Background: an optimization exercise with open tools, aiming at small area, a short achievable clock period and few clock cycles. Do not read the settings as production practice.
Function was checked by simulation only, so behaviour that the tests miss may differ from the original.
Power is estimated from default activity; no workload was simulated.

==> inputs of v26 <==
Design crc16m, start of the top module:
module crc16m (
    input  wire        clk,
    input  wire        rst,
    input  wire        bus_valid,
    input  wire        bus_write,
    input  wire [7:0]  bus_addr,
    input  wire [2:0]  bus_size,
    input  wire [31:0] bus_wdata,
    output wire        bus_ready,
    output reg  [31:0] bus_rdata,
    output wire        bus_err,
    input  wire        rx_valid,
    input  wire        rx_lerr,
    input  wire [7:0]  rx_data,
    output wire        rx_ready,
    output wire        tx_valid,
    output wire [7:0]  tx_data,
    input  wire        tx_ready,
    output wire        tx_busy,
    output wire        irq,
    output wire [22:0] linecfg
);
Settings: LEC_CHECK=0, CAP_MARGIN=20, CORE_MARGIN=2, CORE_UTILIZATION=40, CTS_CLUSTER_DIAMETER=100, CTS_CLUSTER_SIZE=20, PLACE_DENSITY=0.6, SETUP_SLACK_MARGIN=2.5, SLEW_MARGIN=20, BUFFER_PORTS_ARGS=-buffer_cell sky130_fd_sc_hd__buf_2; clock period 7.0 ns.
standard.sh (not shown) runs the stock make flow with config.mk's settings and CLKGATE_MAP_FILE= SYNTH_SCRIPT=/design/flow/synth_recipe.tcl, a recipe that flattens the netlist after the stock synthesis.
==> flow/flow/run.sh <==
#!/bin/bash
# Standard layout, except that the port buffers are buf_2 cells rather than
# the default (a slow delay-buffer cell that the resizer cannot swap out).
set -o pipefail
echo 'export BUFFER_PORTS_ARGS = -buffer_cell sky130_fd_sc_hd__buf_2' >> config.mk
export BUFFER_PORTS_ARGS="-buffer_cell sky130_fd_sc_hd__buf_2"
bash standard.sh 2>&1 | tee standard.log
==> v36: changes against v26 <==
--- a/flow/design.v
+++ b/flow/design.v
@@ -50,15 +50,17 @@
         end
     endfunction
     reg [15:0] crc;
     reg [15:0] tx_crc;
     reg [7:0]  txq [0:TXCAP-1];
     reg [4:0]  tx_head;
+    reg [4:0]  tx_tail;
     reg [5:0]  tx_cnt;
     reg [7:0]  rxb [0:RXCAP-1];
     reg [5:0]  rx_head;
+    reg [5:0]  rx_tail;
     reg [6:0]  rx_cnt;
     reg [15:0] rx_crc;        
     reg [1:0]  rx_mode;
     reg [6:0]  rx_len;        
     reg [15:0] rx_rd;
     reg [15:0] rx_disc;
@@ -146,13 +148,12 @@
     wire do_crcini = cmd_ok && (cmd_opc == 8'h01);
     wire wr_rxptr  = wr_acc && (bus_addr == A_RX_PTR);
     wire rd_data   = rd_acc && (bus_addr == A_RX_DATA);
     wire rd_inc    = rd_data && rd_ok;
     wire lcfg_ok = (bus_wdata[19:16] == 4'd7 || bus_wdata[19:16] == 4'd8) &&
                    (bus_wdata[21:20] != 2'd3);
-    wire [4:0] tx_tail  = tx_head + tx_cnt[4:0];
     wire tx_room1 = (tx_cnt != TXCAP);
     wire tx_room2 = (tx_cnt <= TXCAP - 2);
     wire tx_push  = wr_acc && (bus_addr == A_TX_DATA || bus_addr == A_TX_RAW) && tx_room1;
     wire tx_app2  = do_txend && tx_room2;
     wire tx_fire  = tx_nempty && tx_ready;
     wire       tx_sel_crc = !bus_addr[2] && !bus_addr[5];
@@ -184,27 +185,27 @@
         for (j = 7; j >= 0; j = j - 1) begin
             if (lead[j])
                 drop_c = drop_c ^ drop_g;
             drop_g = mulx(drop_g);
         end
     end
-    wire [5:0] rx_tail = rx_head + rx_cnt[5:0];
     always @(posedge clk) begin
         if (rx_room)
             rxb[rx_tail] <= rx_data;
     end
     wire [5:0] rx_hr1    = rx_head + rx_rd[5:0] + 6'd1;
     wire [5:0] rx_hw     = rx_head + bus_wdata[5:0];
     wire       rd_ok_inc = ({9'd0, rx_rd[6:0] + 7'd1} < {9'd0, rx_cnt});
+    wire       rd_ok_app = (rx_rd <= {9'd0, rx_cnt});
     wire       rd_ok_ptr = (bus_wdata[15:0] < {9'd0, rx_cnt});
     wire       rd_at_tail  = (rx_rd == {9'd0, rx_cnt});        
-    wire       rd_ok_app   = rd_ok || rd_at_tail;               
     wire       rd_p_tail   = (rd_p == rx_tail);                 
     always @(posedge clk) begin
         if (rst) begin
             rx_head <= 6'd0;
+            rx_tail <= 6'd0;
             rx_cnt  <= 7'd0;
             rx_rd   <= 16'd0;
             rd_p    <= 6'd1;
             rd_ok   <= 1'b0;
             pst     <= P_NORM;
             b0_ok   <= 1'b0;
@@ -220,24 +221,27 @@
         end else if (need_b0) begin
             rd_p <= rx_head;
             pst  <= P_B0;
         end else begin
             if (do_arm) begin
                 rx_head <= 6'd0;
+                rx_tail <= 6'd0;
                 rx_cnt  <= 7'd0;
                 rx_rd   <= 16'd0;
                 rd_p    <= 6'd1;
                 rd_ok   <= 1'b0;
                 b0_ok   <= 1'b0;
             end
             if (hunt_drop) begin
                 rx_head <= rx_head + 6'd1;
+                rx_tail <= rx_tail + 6'd1;
                 rd_q    <= rd_p_tail ? rx_data : rd_byte;
                 rd_p    <= rd_p + 6'd1;
                 b0_ok   <= 1'b0;
             end else if (rx_append) begin
+                rx_tail <= rx_tail + 6'd1;
                 rx_cnt  <= rx_cnt + 7'd1;
                 rd_ok   <= rd_ok_app;
                 if (rd_at_tail)
                     rd_q <= rx_data;
                 if (rx_cnt == 7'd0) begin
                     rx_b0 <= rx_data;
@@ -269,12 +273,13 @@
     end
     always @(posedge clk) begin
         if (rst) begin
             crc         <= 16'hFFFF;
             tx_crc      <= 16'hFFFF;
             tx_head     <= 5'd0;
+            tx_tail     <= 5'd0;
             tx_cnt      <= 6'd0;
             rx_crc      <= 16'hFFFF;
             rx_mode     <= M_IDLE;
             rx_len      <= 7'd0;
             rx_disc     <= 16'd0;
             st_rxdone   <= 1'b0;
@@ -291,18 +296,21 @@
         end else begin
             if (tx_fire) begin
                 tx_head <= tx_head + 5'd1;
                 tx_cnt  <= tx_cnt - 6'd1;
             end
             if (tx_push) begin
+                tx_tail <= tx_tail + 5'd1;
                 tx_cnt  <= tx_cnt + 6'd1;
             end
             if (tx_app2) begin
+                tx_tail <= tx_tail + 5'd2;
                 tx_cnt  <= tx_cnt + 6'd2;
             end
             if (do_txfl) begin
+                tx_tail <= tx_head;
                 tx_cnt  <= 6'd0;
             end
             if (rx_fire) begin
                 if (rx_lerr) begin
                     st_rxlerr <= 1'b1;
                 end else begin
==> v32: changes against v26 <==
--- a/flow/design.v
+++ b/flow/design.v
@@ -50,12 +50,13 @@
         end
     endfunction
     reg [15:0] crc;
     reg [15:0] tx_crc;
     reg [7:0]  txq [0:TXCAP-1];
     reg [4:0]  tx_head;
+    reg [4:0]  tx_tail;       
     reg [5:0]  tx_cnt;
     reg [7:0]  rxb [0:RXCAP-1];
     reg [5:0]  rx_head;
     reg [6:0]  rx_cnt;
     reg [15:0] rx_crc;        
     reg [1:0]  rx_mode;
@@ -146,13 +147,12 @@
     wire do_crcini = cmd_ok && (cmd_opc == 8'h01);
     wire wr_rxptr  = wr_acc && (bus_addr == A_RX_PTR);
     wire rd_data   = rd_acc && (bus_addr == A_RX_DATA);
     wire rd_inc    = rd_data && rd_ok;
     wire lcfg_ok = (bus_wdata[19:16] == 4'd7 || bus_wdata[19:16] == 4'd8) &&
                    (bus_wdata[21:20] != 2'd3);
-    wire [4:0] tx_tail  = tx_head + tx_cnt[4:0];
     wire tx_room1 = (tx_cnt != TXCAP);
     wire tx_room2 = (tx_cnt <= TXCAP - 2);
     wire tx_push  = wr_acc && (bus_addr == A_TX_DATA || bus_addr == A_TX_RAW) && tx_room1;
     wire tx_app2  = do_txend && tx_room2;
     wire tx_fire  = tx_nempty && tx_ready;
     wire       tx_sel_crc = !bus_addr[2] && !bus_addr[5];
@@ -269,12 +269,13 @@
     end
     always @(posedge clk) begin
         if (rst) begin
             crc         <= 16'hFFFF;
             tx_crc      <= 16'hFFFF;
             tx_head     <= 5'd0;
+            tx_tail     <= 5'd0;
             tx_cnt      <= 6'd0;
             rx_crc      <= 16'hFFFF;
             rx_mode     <= M_IDLE;
             rx_len      <= 7'd0;
             rx_disc     <= 16'd0;
             st_rxdone   <= 1'b0;
@@ -291,18 +292,21 @@
         end else begin
             if (tx_fire) begin
                 tx_head <= tx_head + 5'd1;
                 tx_cnt  <= tx_cnt - 6'd1;
             end
             if (tx_push) begin
+                tx_tail <= tx_tail + 5'd1;
                 tx_cnt  <= tx_cnt + 6'd1;
             end
             if (tx_app2) begin
+                tx_tail <= tx_tail + 5'd2;
                 tx_cnt  <= tx_cnt + 6'd2;
             end
             if (do_txfl) begin
+                tx_tail <= tx_head;
                 tx_cnt  <= 6'd0;
             end
             if (rx_fire) begin
                 if (rx_lerr) begin
                     st_rxlerr <= 1'b1;
                 end else begin
--- a/flow/config.mk
+++ b/flow/config.mk
@@ -8,9 +8,9 @@
 export CAP_MARGIN = 20
 export CORE_MARGIN = 2
 export CORE_UTILIZATION = 40
 export CTS_CLUSTER_DIAMETER = 100
 export CTS_CLUSTER_SIZE = 20
 export PLACE_DENSITY = 0.6
-export SETUP_SLACK_MARGIN = 2.5
+export SETUP_SLACK_MARGIN = 2.3
 export SLEW_MARGIN = 20
 export BUFFER_PORTS_ARGS = -buffer_cell sky130_fd_sc_hd__buf_2
==> v7: changes against v26 <==
--- a/flow/design.v
+++ b/flow/design.v
@@ -50,12 +50,13 @@
         end
     endfunction
     reg [15:0] crc;
     reg [15:0] tx_crc;
     reg [7:0]  txq [0:TXCAP-1];
     reg [4:0]  tx_head;
+    reg [4:0]  tx_tail;       
     reg [5:0]  tx_cnt;
     reg [7:0]  rxb [0:RXCAP-1];
     reg [5:0]  rx_head;
     reg [6:0]  rx_cnt;
     reg [15:0] rx_crc;        
     reg [1:0]  rx_mode;
@@ -146,13 +147,12 @@
     wire do_crcini = cmd_ok && (cmd_opc == 8'h01);
     wire wr_rxptr  = wr_acc && (bus_addr == A_RX_PTR);
     wire rd_data   = rd_acc && (bus_addr == A_RX_DATA);
     wire rd_inc    = rd_data && rd_ok;
     wire lcfg_ok = (bus_wdata[19:16] == 4'd7 || bus_wdata[19:16] == 4'd8) &&
                    (bus_wdata[21:20] != 2'd3);
-    wire [4:0] tx_tail  = tx_head + tx_cnt[4:0];
     wire tx_room1 = (tx_cnt != TXCAP);
     wire tx_room2 = (tx_cnt <= TXCAP - 2);
     wire tx_push  = wr_acc && (bus_addr == A_TX_DATA || bus_addr == A_TX_RAW) && tx_room1;
     wire tx_app2  = do_txend && tx_room2;
     wire tx_fire  = tx_nempty && tx_ready;
     wire       tx_sel_crc = !bus_addr[2] && !bus_addr[5];
@@ -269,12 +269,13 @@
     end
     always @(posedge clk) begin
         if (rst) begin
             crc         <= 16'hFFFF;
             tx_crc      <= 16'hFFFF;
             tx_head     <= 5'd0;
+            tx_tail     <= 5'd0;
             tx_cnt      <= 6'd0;
             rx_crc      <= 16'hFFFF;
             rx_mode     <= M_IDLE;
             rx_len      <= 7'd0;
             rx_disc     <= 16'd0;
             st_rxdone   <= 1'b0;
@@ -291,18 +292,21 @@
         end else begin
             if (tx_fire) begin
                 tx_head <= tx_head + 5'd1;
                 tx_cnt  <= tx_cnt - 6'd1;
             end
             if (tx_push) begin
+                tx_tail <= tx_tail + 5'd1;
                 tx_cnt  <= tx_cnt + 6'd1;
             end
             if (tx_app2) begin
+                tx_tail <= tx_tail + 5'd2;
                 tx_cnt  <= tx_cnt + 6'd2;
             end
             if (do_txfl) begin
+                tx_tail <= tx_head;
                 tx_cnt  <= 6'd0;
             end
             if (rx_fire) begin
                 if (rx_lerr) begin
                     st_rxlerr <= 1'b1;
                 end else begin
==> summary.md <==
| Metric | Value |
|---|---|
| Clock insertion delay at the later pin of the skew report | `0.70 ns` |
| Final Net Count | `3673` |
| Largest net degree at the start of global routing | `67` |
| Worst Setup Start Kind | `register` |
| Status | `complete, no violations` |
| Area used by sequential logic in the layout | `27750 µm²` |
| Via count of the first global-routing pass | `28.46k` |
| Share of the final layout cell area in sequential cells | `54.35%` |
| Fraction of the yosys area taken by sequential cells | `60.78%` |
| Net switching share of the total power | `24.36%` |
| Mean instance size in the synthesized netlist | `13.29 µm²` |
| Antenna diode count | `0` |
| HPWL after DPL | `93.41 mm` |
-- figures above: v7

==> summary.md <==
| Metric | Value |
|---|---|
| Status | `complete, no violations` |
| HPWL after DPL | `97.38 mm` |
| Worst Setup Start Kind | `register` |
| Via count of the first global-routing pass | `29.28k` |
| Area used by sequential logic in the layout | `27870 µm²` |
| Mean instance size in the synthesized netlist | `13.45 µm²` |
| Most numerous cell in the Yosys netlist | `edfxtp_1` |
| Fraction of the yosys area taken by sequential cells | `60.19%` |
| Largest net degree at the start of global routing | `67` |
| Clock share of power | `32.3%` |
| Final Net Count | `3697` |
| Antenna diode count | `2` |
| Clock insertion delay at the later pin of the skew report | `0.70 ns` |
| Share of the final layout cell area in sequential cells | `53.76%` |
| Net switching share of the total power | `24.83%` |
-- figures above: v36

==> summary.md <==
| Metric | Value |
|---|---|
| Status | `complete, no violations` |
| Final Net Count | `3659` |
| Relative contribution of combinational cells to total power | `10.0%` |
| HPWL after DPL | `93.10 mm` |
| Via count of the first global-routing pass | `28.38k` |
| Area used by sequential logic in the layout | `27750 µm²` |
| Count of buffers inserted at the top-level ports | `120` |
| Multi-input comb cells | `2193` |
| Fraction of the yosys area taken by sequential cells | `60.78%` |
| Clock insertion delay at the later pin of the skew report | `0.70 ns` |
| Share of the final layout cell area in sequential cells | `54.97%` |
| Largest net degree at the start of global routing | `78` |
| Antenna diode count | `1` |
| Worst Setup Start Kind | `input port` |
-- figures above: v32

==> summary.md <==
| Metric | Value |
|---|---|
| Max IR drop VDD | `0.2194 mV` |
| Mean instance size in the synthesized netlist | `13.42 µm²` |
| Via count of the first global-routing pass | `28.77k` |
| Achievable frequency | `0.2090 GHz` |
| Fraction of the yosys area taken by sequential cells | `60.53%` |
| Area used by sequential logic in the layout | `27650 µm²` |
| Final Net Count | `3628` |
| Share of the final layout cell area in sequential cells | `54.40%` |
| Relative contribution of combinational cells to total power | `13.8%` |
| Net switching share of the total power | `27.26%` |
| Status | `complete, no violations` |
| Largest net degree at the start of global routing | `67` |
| Worst Setup Start Kind | `register` |
| HPWL after DPL | `96.44 mm` |
-- figures above: v26

Testbench counts of v26, summed over its fixed seeds: cycles 20,518.
Testbench counts of v36, summed over its fixed seeds: cycles 20,518.
Testbench counts of v32, summed over its fixed seeds: cycles 20,518.
Testbench counts of v7, summed over its fixed seeds: cycles 20,518.

-- re-timing with driven ports --
Ports are ideal in the flow. The routed layouts listed here were re-timed in OpenROAD.
Step 1: set_driving_cell puts a clkbuf_16 on clk and a buf_2 on each other input, an assumption about the parent block.
Step 2, shift: input delay + t, output delay - t, t = (earliest + latest rising clock arrival at the registers) / 2. This alone moves slack from input paths to output paths.
a / b / c = no drivers / after step 1 / after step 2; a / b = the first two.
run | t (ns) | setup slack, ns | latest minus earliest clock arrival (ns) | worst slew at a driven data input, ns
v26 | 0.746 | 2.216 / 2.150 / 2.052 | 0.064 / 0.063 | 0.13
v36 | 0.739 | 2.140 / 2.074 / 1.841 | 0.048 / 0.048 | 0.12
v32 | 0.732 | 2.268 / 2.222 / 1.803 | 0.081 / 0.081 | 0.14
v7 | 0.739 | 2.431 / 2.360 / 1.871 | 0.068 / 0.068 | 0.13
After both steps setup and hold are still met in every run listed. The setup slack of v7, which loses most, moves by -0.071 ns with the drivers and by -0.560 ns with both steps.
